This design comes from an exercise in tuning for small area, a short achievable clock period and few clock cycles on the open sky130 flow, not from production work.
The RTL of this run was laid out without a check of its function.
Power figures rest on the tool's default switching activity, not on a simulated workload.

### flow/config.mk
export PLATFORM = sky130hd
export DESIGN_NAME = crc16m
export DESIGN_NICKNAME = crc16m
export VERILOG_FILES = /design/flow/design.v
export SDC_FILE = /design/flow/constraint.sdc
export NUM_CORES = 4
export LEC_CHECK = 0
export CAP_MARGIN = 20
export CORE_MARGIN = 2
export CORE_UTILIZATION = 40
export PLACE_DENSITY = 0.6
export SLEW_MARGIN = 20
### flow/constraint.sdc
create_clock -name core_clock -period 7.0 [get_ports {clk}]
set_input_delay 1.4000 -clock core_clock [delete_from_list [all_inputs] [get_ports {clk}]]
set_output_delay 1.4000 -clock core_clock [all_outputs]
set_load 0.01 [all_outputs]
### flow/design.v
module crc16m (
    input  wire        clk,
    input  wire        rst,
    input  wire        bus_valid,
    input  wire        bus_write,
    input  wire [7:0]  bus_addr,
    input  wire [2:0]  bus_size,
    input  wire [31:0] bus_wdata,
    output wire        bus_ready,
    output reg  [31:0] bus_rdata,
    output wire        bus_err,
    input  wire        rx_valid,
    input  wire        rx_lerr,
    input  wire [7:0]  rx_data,
    output wire        rx_ready,
    output wire        tx_valid,
    output wire [7:0]  tx_data,
    input  wire        tx_ready,
    output wire        tx_busy,
    output wire        irq,
    output wire [22:0] linecfg
);
    localparam RXCAP = 64;
    localparam TXCAP = 32;
    localparam [31:0] ID_VALUE = 32'h43524D31;
    localparam [22:0] LINECFG_RESET = 23'h080060;
    localparam [1:0] M_IDLE = 2'd0, M_FIXED = 2'd1, M_HUNT = 2'd2, M_OPEN = 2'd3;
    localparam [7:0] A_ID = 8'h00, A_CAP = 8'h04, A_STATUS = 8'h08, A_IRQEN = 8'h0C,
                     A_CMD = 8'h10, A_CRC_DIN = 8'h14, A_CRC_VAL = 8'h18,
                     A_TX_DATA = 8'h1C, A_TX_RAW = 8'h20, A_TX_LVL = 8'h24,
                     A_TX_CRC = 8'h28, A_RX_DATA = 8'h2C, A_RX_PTR = 8'h30,
                     A_RX_CRC = 8'h34, A_RX_MODE = 8'h38, A_RX_DISC = 8'h3C,
                     A_LINECFG = 8'h40;
    function [15:0] crc_step;
        input [15:0] c;
        input [7:0]  b;
        integer k;
        reg [15:0] t;
        begin
            t = c ^ {8'h00, b};
            for (k = 0; k < 8; k = k + 1)
                t = t[0] ? ((t >> 1) ^ 16'hA001) : (t >> 1);
            crc_step = t;
        end
    endfunction
    reg [15:0] crc;
    reg [15:0] tx_crc;
    reg [7:0]  txq [0:TXCAP-1];
    reg [4:0]  tx_head;
    reg [5:0]  tx_cnt;
    reg [7:0]  rxb [0:RXCAP-1];
    reg [6:0]  rx_cnt;
    reg [15:0] rx_crc;        
    reg [1:0]  rx_mode;
    reg [15:0] rx_len;
    reg [15:0] rx_rd;
    reg [15:0] rx_disc;
    reg        st_rxdone, st_illcmd, st_txovf, st_rxovf, st_rxunx,
               st_rxlerr, st_rxcrcerr, st_rxunf, st_cfgerr;
    reg [15:0] irqen;
    reg [22:0] linecfg_r;
    reg        recomp;
    reg [5:0]  rc_idx;
    wire idle = !recomp;
    assign bus_ready = idle;
    assign rx_ready  = idle;
    assign tx_valid  = idle && (tx_cnt != 6'd0);
    assign tx_data   = txq[tx_head];
    assign tx_busy   = (tx_cnt != 6'd0);
    assign linecfg   = linecfg_r;
    wire bus_fire = bus_valid && bus_ready;
    wire rx_fire  = rx_valid && rx_ready;
    wire tx_fire  = tx_valid && tx_ready;
    wire rx_valid_frame = (rx_cnt >= 7'd4) && (rx_crc == 16'h0000);
    wire [31:0] status = {
        9'd0, rx_cnt,
        st_cfgerr, st_rxunf, st_rxcrcerr, st_rxlerr,
        st_rxunx, st_rxovf, st_txovf, st_illcmd,
        2'b00,
        rx_valid_frame, st_rxdone, (rx_mode != M_IDLE),
        (tx_cnt == TXCAP), (tx_cnt == 6'd0), (crc == 16'h0000)
    };
    assign irq = |(status[15:0] & irqen);
    wire addr_ok = (bus_size == 3'd4) && (bus_addr[1:0] == 2'b00) && (bus_addr <= A_LINECFG);
    assign bus_err = !addr_ok;
    wire acc    = bus_fire && addr_ok;
    wire wr_acc = acc && bus_write;
    wire rd_acc = acc && !bus_write;
    wire rx_rd_in_range = (rx_rd < {9'd0, rx_cnt});
    always @(*) begin
        bus_rdata = 32'd0;
        if (addr_ok && !bus_write) begin
            case (bus_addr)
                A_ID:      bus_rdata = ID_VALUE;
                A_CAP:     bus_rdata = {TXCAP[15:0], RXCAP[15:0]};
                A_STATUS:  bus_rdata = status;
                A_IRQEN:   bus_rdata = {16'd0, irqen};
                A_CRC_VAL: bus_rdata = {16'd0, crc};
                A_TX_LVL:  bus_rdata = {26'd0, tx_cnt};
                A_TX_CRC:  bus_rdata = {16'd0, tx_crc};
                A_RX_DATA: bus_rdata = rx_rd_in_range ? {24'd0, rxb[rx_rd[5:0]]} : 32'd0;
                A_RX_PTR:  bus_rdata = {16'd0, rx_rd};
                A_RX_CRC:  bus_rdata = {16'd0, rx_crc};
                A_RX_MODE: bus_rdata = {rx_len, 14'd0, rx_mode};
                A_RX_DISC: bus_rdata = {16'd0, rx_disc};
                A_LINECFG: bus_rdata = {9'd0, linecfg_r};
                default:   bus_rdata = 32'd0;
            endcase
        end
    end
    wire [7:0]  cmd_opc = bus_wdata[7:0];
    wire [7:0]  cmd_rsv = bus_wdata[15:8];
    wire [15:0] cmd_arg = bus_wdata[31:16];
    wire        cmd_len_ok = (cmd_arg >= 16'd4) && (cmd_arg <= RXCAP);
    wire        cmd_noarg  = (cmd_arg == 16'd0);
    reg         cmd_legal;
    always @(*) begin
        cmd_legal = 1'b0;
        if (cmd_rsv == 8'd0) begin
            case (cmd_opc)
                8'h00, 8'h01, 8'h10, 8'h11, 8'h22, 8'h23: cmd_legal = cmd_noarg;
                8'h20, 8'h21:                             cmd_legal = cmd_len_ok;
                default:                                  cmd_legal = 1'b0;
            endcase
        end
    end
    wire is_cmd    = wr_acc && (bus_addr == A_CMD);
    wire cmd_ok    = is_cmd && cmd_legal;
    wire do_arm    = cmd_ok && (cmd_opc == 8'h20 || cmd_opc == 8'h21 || cmd_opc == 8'h22);
    wire do_rxstop = cmd_ok && (cmd_opc == 8'h23);
    wire do_txend  = cmd_ok && (cmd_opc == 8'h10);
    wire do_txfl   = cmd_ok && (cmd_opc == 8'h11);
    wire do_crcini = cmd_ok && (cmd_opc == 8'h01);
    wire do_txpush = wr_acc && (bus_addr == A_TX_DATA || bus_addr == A_TX_RAW);
    wire lcfg_ok = (bus_wdata[19:16] == 4'd7 || bus_wdata[19:16] == 4'd8) &&
                   (bus_wdata[21:20] != 2'd3);
    wire [15:0] rx_crc_next = crc_step(rx_crc, rx_data);
    wire [6:0]  rx_cnt_inc  = rx_cnt + 7'd1;
    wire        rx_byte     = rx_fire && !rx_lerr;
    integer i;
    wire [4:0] tx_tail = tx_head + tx_cnt[4:0];
    always @(posedge clk) begin
        if (do_txpush && tx_cnt != TXCAP) begin
            txq[tx_tail] <= bus_wdata[7:0];
        end else if (do_txend && tx_cnt <= TXCAP - 2) begin
            txq[tx_tail]        <= tx_crc[7:0];
            txq[tx_tail + 5'd1] <= tx_crc[15:8];
        end
    end
    always @(posedge clk) begin
        if (rx_byte && rx_mode == M_HUNT && rx_cnt_inc == rx_len[6:0] && rx_crc_next != 16'h0000) begin
            for (i = 0; i < RXCAP - 1; i = i + 1)
                if (i + 1 < rx_cnt)
                    rxb[i] <= rxb[i + 1];
            rxb[rx_cnt - 7'd1] <= rx_data;
        end else if (rx_byte && rx_mode != M_IDLE && rx_cnt != RXCAP) begin
            rxb[rx_cnt[5:0]] <= rx_data;
        end
    end
    always @(posedge clk) begin
        if (rst) begin
            crc         <= 16'hFFFF;
            tx_crc      <= 16'hFFFF;
            tx_head     <= 5'd0;
            tx_cnt      <= 6'd0;
            rx_cnt      <= 7'd0;
            rx_crc      <= 16'hFFFF;
            rx_mode     <= M_IDLE;
            rx_len      <= 16'd0;
            rx_rd       <= 16'd0;
            rx_disc     <= 16'd0;
            st_rxdone   <= 1'b0;
            st_illcmd   <= 1'b0;
            st_txovf    <= 1'b0;
            st_rxovf    <= 1'b0;
            st_rxunx    <= 1'b0;
            st_rxlerr   <= 1'b0;
            st_rxcrcerr <= 1'b0;
            st_rxunf    <= 1'b0;
            st_cfgerr   <= 1'b0;
            irqen       <= 16'd0;
            linecfg_r   <= LINECFG_RESET;
            recomp      <= 1'b0;
            rc_idx      <= 6'd0;
        end else if (recomp) begin
            rx_crc <= crc_step(rx_crc, rxb[rc_idx]);
            if ({1'b0, rc_idx} == rx_cnt - 7'd1)
                recomp <= 1'b0;
            rc_idx <= rc_idx + 6'd1;
        end else begin
            if (tx_fire) begin
                tx_head <= tx_head + 5'd1;
                tx_cnt  <= tx_cnt - 6'd1;
            end
            if (rx_fire) begin
                if (rx_lerr) begin
                    st_rxlerr <= 1'b1;
                end else begin
                    case (rx_mode)
                        M_IDLE: st_rxunx <= 1'b1;
                        M_FIXED: begin
                            rx_cnt <= rx_cnt_inc;
                            rx_crc <= rx_crc_next;
                            if (rx_cnt_inc == rx_len[6:0]) begin
                                rx_mode   <= M_IDLE;
                                st_rxdone <= 1'b1;
                                if (rx_crc_next != 16'h0000)
                                    st_rxcrcerr <= 1'b1;
                            end
                        end
                        M_HUNT: begin
                            if (rx_cnt_inc == rx_len[6:0]) begin
                                if (rx_crc_next == 16'h0000) begin
                                    rx_cnt    <= rx_cnt_inc;
                                    rx_crc    <= rx_crc_next;
                                    rx_mode   <= M_IDLE;
                                    st_rxdone <= 1'b1;
                                end else begin
                                    if (rx_disc != 16'hFFFF)
                                        rx_disc <= rx_disc + 16'd1;
                                    rx_crc <= 16'hFFFF;
                                    recomp <= 1'b1;
                                    rc_idx <= 6'd0;
                                end
                            end else begin
                                rx_cnt <= rx_cnt_inc;
                                rx_crc <= rx_crc_next;
                            end
                        end
                        M_OPEN: begin
                            if (rx_cnt != RXCAP) begin
                                rx_cnt <= rx_cnt_inc;
                                rx_crc <= rx_crc_next;
                            end else begin
                                st_rxovf <= 1'b1;
                            end
                        end
                    endcase
                end
            end
            if (rd_acc && bus_addr == A_RX_DATA) begin
                if (rx_rd_in_range)
                    rx_rd <= rx_rd + 16'd1;
                else
                    st_rxunf <= 1'b1;
            end
            if (wr_acc) begin
                case (bus_addr)
                    A_STATUS: begin
                        if (bus_wdata[4])  st_rxdone   <= 1'b0;
                        if (bus_wdata[8])  st_illcmd   <= 1'b0;
                        if (bus_wdata[9])  st_txovf    <= 1'b0;
                        if (bus_wdata[10]) st_rxovf    <= 1'b0;
                        if (bus_wdata[11]) st_rxunx    <= 1'b0;
                        if (bus_wdata[12]) st_rxlerr   <= 1'b0;
                        if (bus_wdata[13]) st_rxcrcerr <= 1'b0;
                        if (bus_wdata[14]) st_rxunf    <= 1'b0;
                        if (bus_wdata[15]) st_cfgerr   <= 1'b0;
                    end
                    A_IRQEN:   irqen <= bus_wdata[15:0] & 16'hFF32;
                    A_CRC_DIN: crc   <= crc_step(crc, bus_wdata[7:0]);
                    A_TX_DATA: begin
                        if (tx_cnt != TXCAP) begin
                            tx_cnt <= tx_cnt + 6'd1;
                            tx_crc <= crc_step(tx_crc, bus_wdata[7:0]);
                        end else begin
                            st_txovf <= 1'b1;
                        end
                    end
                    A_TX_RAW: begin
                        if (tx_cnt != TXCAP)
                            tx_cnt <= tx_cnt + 6'd1;
                        else
                            st_txovf <= 1'b1;
                    end
                    A_RX_PTR:  rx_rd <= bus_wdata[15:0];
                    A_LINECFG: begin
                        if (lcfg_ok)
                            linecfg_r <= bus_wdata[22:0];
                        else
                            st_cfgerr <= 1'b1;
                    end
                    A_CMD: begin
                        if (!cmd_legal)
                            st_illcmd <= 1'b1;
                        if (do_crcini)
                            crc <= 16'hFFFF;
                        if (do_txend) begin
                            if (tx_cnt <= TXCAP - 2) begin
                                tx_cnt <= tx_cnt + 6'd2;
                                tx_crc <= 16'hFFFF;
                            end else begin
                                st_txovf <= 1'b1;
                            end
                        end
                        if (do_txfl) begin
                            tx_cnt  <= 6'd0;
                            tx_head <= 5'd0;
                            tx_crc  <= 16'hFFFF;
                        end
                        if (do_arm) begin
                            rx_cnt    <= 7'd0;
                            rx_crc    <= 16'hFFFF;
                            rx_rd     <= 16'd0;
                            rx_disc   <= 16'd0;
                            st_rxdone <= 1'b0;
                            rx_len    <= (cmd_opc == 8'h22) ? 16'd0 : cmd_arg;
                            rx_mode   <= (cmd_opc == 8'h20) ? M_FIXED :
                                         (cmd_opc == 8'h21) ? M_HUNT : M_OPEN;
                        end
                        if (do_rxstop)
                            rx_mode <= M_IDLE;
                    end
                    default: ;
                endcase
            end
        end
    end
endmodule
### flow/run.sh
#!/bin/bash
# synth_recipe.tcl (not shown) runs the flow's synth.tcl, then flattens the netlist and writes it again
# the make line also repeats each setting of config.mk as NAME=value (left out here)
make -C /OpenROAD-flow-scripts/flow DESIGN_CONFIG=/design/flow/config.mk WORK_HOME=/design/flow/orfs CLKGATE_MAP_FILE= SYNTH_SCRIPT=/design/flow/synth_recipe.tcl finish
==> summary.txt <==
==> per-layer routing <==
layer / GRT usage, % / up-vias
met5: 0 / -
met4: 10.2 / 4
met3: 6.46 / 409
met2: 41.2 / 2564
met1: 37.1 / 20659
li1: - / 17137
==> critical path: stages, from the launching register on <==
cell and delay, ns:
sky130_fd_sc_hd__dfxtp_1 0.56, sky130_fd_sc_hd__clkinv_1 0.54, sky130_fd_sc_hd__ha_1 0.47, sky130_fd_sc_hd__a21o_1 0.16, sky130_fd_sc_hd__a21o_1 0.17, sky130_fd_sc_hd__a21o_1 0.17, sky130_fd_sc_hd__a21o_1 0.19, sky130_fd_sc_hd__a21oi_1 0.23
sky130_fd_sc_hd__o21ai_0 0.14, sky130_fd_sc_hd__nand2b_1 0.31, sky130_fd_sc_hd__nand2b_1 0.26, sky130_fd_sc_hd__a41oi_1 0.35, sky130_fd_sc_hd__clkdlybuf4s50_1 0.62
==> placed cells by master, fill, tap and decap left out, types with 17 or more instances in the layout <==
master and n:
sky130_fd_sc_hd__a21oi_1 291, sky130_fd_sc_hd__nand4_1 19, sky130_fd_sc_hd__a31oi_1 28, sky130_fd_sc_hd__nand2_1 353
sky130_fd_sc_hd__nor4_1 22, sky130_fd_sc_hd__clkbuf_16 110, sky130_fd_sc_hd__mux4_1 18, sky130_fd_sc_hd__o21a_1 123
sky130_fd_sc_hd__o21bai_1 44, sky130_fd_sc_hd__nand2b_1 40, sky130_fd_sc_hd__buf_4 188, sky130_fd_sc_hd__a22oi_1 50
sky130_fd_sc_hd__and3_1 27, sky130_fd_sc_hd__edfxtp_1 768, sky130_fd_sc_hd__o22ai_1 17, sky130_fd_sc_hd__clkinv_1 27
sky130_fd_sc_hd__a221oi_1 19, sky130_fd_sc_hd__clkdlybuf4s50_1 117, sky130_fd_sc_hd__and2_1 40, sky130_fd_sc_hd__nor2b_1 21
sky130_fd_sc_hd__dfxtp_1 169, sky130_fd_sc_hd__nor3_1 57, sky130_fd_sc_hd__clkinv_2 21, sky130_fd_sc_hd__xor2_1 42
sky130_fd_sc_hd__xnor2_1 99, sky130_fd_sc_hd__nor2_1 339, sky130_fd_sc_hd__mux4_2 357, sky130_fd_sc_hd__mux2_2 451
sky130_fd_sc_hd__mux2i_1 40, sky130_fd_sc_hd__inv_1 36, sky130_fd_sc_hd__nand3_1 71, sky130_fd_sc_hd__mux2_1 75
sky130_fd_sc_hd__clkbuf_1 23, sky130_fd_sc_hd__o21ai_0 99, sky130_fd_sc_hd__ha_1 28
==> cell type report <==
type	count	area share, %
sequential	951	42.7
multi-input combinational	3026	43.3
timing repair buffer	325	4.62
clock inverter	65	0.887
clock buffer	137	4.62
tap	1794	3.58
antenna	2	0.00799
inverter	42	0.252
==> power by group <==
part	switching (mW)	total, mW	internal (mW)
logic	0.762	1.35	0.592
clock network	2.51	5.63	3.12
registers	0.131	6.20	6.07
==> registers in the layout, summed over array words and instances (netlist names), 2 cells and up, named ones only <==
name / cells
tx_head: 5
tx_cnt: 6
rx_mode: 2
rx_disc: 16
rx_crc: 16
linecfg_r: 23
tx_crc: 16
crc: 16
rx_rd: 16
rx_cnt: 7
irqen: 11
rx_len: 16
txq: 256
rxb: 512
rc_idx: 6
==> per-stage QoR <==
step	area [um^2]	utilization (%)	total power [mW]	setup WS, ns
final	62600	45.4	13.2	0.688
after global routing	62600	45.4	13.5	0.505
after CTS	62500	45.3	13.2	0.742
after detailed placement	59000	42.8	7.65	0.677
after global placement	59000	42.8	7.63	0.728
after floorplan	55700	-	7.16	1.63
==> worst max-delay path by stage <==
stage                    to        from  cells past startpoint  slack, ns
5_1_grt        bus_rdata[0]   rx_cnt[1]                     12       0.50
6_report       bus_rdata[4]   rx_cnt[1]                     12       0.69
2_1_floorplan    rxb[47][0]  rx_data[3]                     18       1.63
4_1_cts        bus_rdata[4]   rx_cnt[1]                     12       0.74
3_5_place_dp     rxb[50][3]  rx_data[1]                     17       0.68
3_3_place_gp     rxb[38][3]  rx_data[1]                     16       0.73
==> logic make-up (layout without fill, tap and decap cells) <==
group / Yosys count / after routing / share of synthesized area (%)
flops: 951 / 951 / 48.0
compound gates: 833 / 833 / 9.78
fa+ha+maj: 29 / 29 / 0.665
other cells: 0 / 2 / 0
mux: 943 / 943 / 26.7
xor+xnor: 145 / 145 / 2.37
buf+inv: 437 / 569 / 3.52
simple gates: 1076 / 1076 / 8.92
==> flow_summary.toml <==
[run_status]
status = "timing/DRC/antenna clean"

[yosys]
synthesized_area_per_cell_um2 = 12.6
syn-num-nets = 4501
synthCells = 4414
top_count_cell_post_synth = "sky130_fd_sc_hd__edfxtp_1"
synth.top_cell.area_share_pct = 41.4
synth_sequential_area_ratio_pct = 48.0
synth_enable_flop_cells = 768
yosys_register_bits = 951
synthArstFlopShare_pct = 0
cell_area_after_synthesis_mm2 = 0.0557
netlist_top_cells_area = "sky130_fd_sc_hd__edfxtp_1, sky130_fd_sc_hd__mux4_2, sky130_fd_sc_hd__mux2_2"
cell_types_with_the_highest_counts_after_synthesis = "sky130_fd_sc_hd__edfxtp_1, sky130_fd_sc_hd__mux2_2, sky130_fd_sc_hd__mux4_2"
synth_largest_area_cell = "sky130_fd_sc_hd__edfxtp_1"
synth_warnings = 1
yosysUniqueCellTypes = 100
synth_ff_type = "sky130_fd_sc_hd__edfxtp_1"

[pwr]
vdd.ir_drop.worst_mv = 0.234
leakagePower_nw = 19.3
areal_power_density_over_the_cells_mw_per_mm2 = 211

[cts]
postCtsSetupRepairBufs = 0
numClockSinks = 951
ctsHtreeMaxLevel = 3
tritoncts = "done"
cts_buffer_depth = 3
clock_insertion_delay_worst_skew_ns = 0.75
cts-buffers-inserted = 107
postCtsResizedCells = 0
cts.root.buffer_cell = "sky130_fd_sc_hd__clkbuf_16"
clk_transition_reported_paths_ns = 0.06
holdBufCountCts = 0

[detailed_routing]
vias_per_cell = 6.43
drt_drc_violations_left = 0
met1_routed_length_um = 78000
wl_met3_um = 21800
ant_nets = 0
avgRoutedWirePerCell_um = 30.7
initialDrtViolationCount = 5477
detailroute.wirelength.met2_um = 86700
drtPass1Iterations = 6
highest_layer = "met5"
via_count = 40773
finalWirelength_um = 195000

[layout]
layout-drive-gt1-share_pct = 28.0
finalNonFillerCells = 6342
area_of_combinational_cells_with_multiple_inputs_mm2 = 0.0271
area_delta_synth_final_pct = 12.5
register_area_mm2 = 0.0268
num-fill-cells = 12418
fin_nets = 4540

[global_route]
grt_first_pass_wirelength_um = 281000
antenna_found_initial = 3
grt_max_degree = 83
first_global_vias = 38741
globalRouteTotalUtil_pct = 27.0
grt_overflow_total = 0

[worst_setup_path]
critical_path_required_time_ns = 5.60
r2r.worst_path.cells = 12
crit_path_class = "reg -> out"
critical_path.reg2reg.endpoint = "rxb[38][6]"
worstReg2RegStart = "rx_cnt[3]"
critPathArrivalTime_ns = 4.91
startpoint_type = "register"
worstPathMaxFanout = 10
endpoint_kind = "primary output"
ff2ff_setup_slack_ns = 1.46

[placement]
finalWeightedCongestion = 0.996
dpl.cell_count = 6134
numPortBuffers = 126
hpwl_um = 137000

[floorplan]
io-pin-count = 127
start_util_pct = 40.4
area_of_the_core_mm2 = 0.138
dieHeight_um = 377
fp-row-count = 136
die_area_mm2 = 0.142
floorplan.die.width_um = 377

[sta]
fin_hold_ws_ns = 0.451
totalNegativeSetupSlack_ns = 0
final-hold-violation-count = 0
finalSetupViolCount = 0
worst-slew-pin-transition_ns = 1.11
fin_crit_ns = 6.31
achievable-frequency_mhz = 158
worst_slew_margin_rel_pct = 25.7
slew_viol_final = 0
layout_worst_path_cycle_share_pct = 90.2
setup_repair_after_global_routing_missed_its_margin = "false"
clock-skew-final_ns = 0.0574

[hold_path]
holdCritStartpoint = "rx_len[13]"
hold_depth = 1
timing.hold.worst_endpoint = "rx_len[13]"
timing.hold.worst.class = "reg -> reg"

[job]
timing.max_cap.violations = 0

[afterwards: timing with drivers on the ports]
How much do the figures lean on ideal ports? The routed layout below was timed once more, with nothing changed but the port constraints.
Step 1 assumes that a clkbuf_16 drives the clock port and a buf_2 every other input.
Step 2 also shifts input and output timing later by t, the mid clock arrival at the registers, as if the neighbouring blocks saw the same clock.
a / b / c = no drivers / after step 1 / after step 2; a / b = the first two.
t (ns): 0.792
setup WS [ns]: 0.688 / 0.618 / 0.424
cell pins on the clock port's net: 1
After both steps this run still meets setup and hold. For this run, drivers alone change the setup slack by -0.070 ns; drivers and shift together by -0.264 ns.
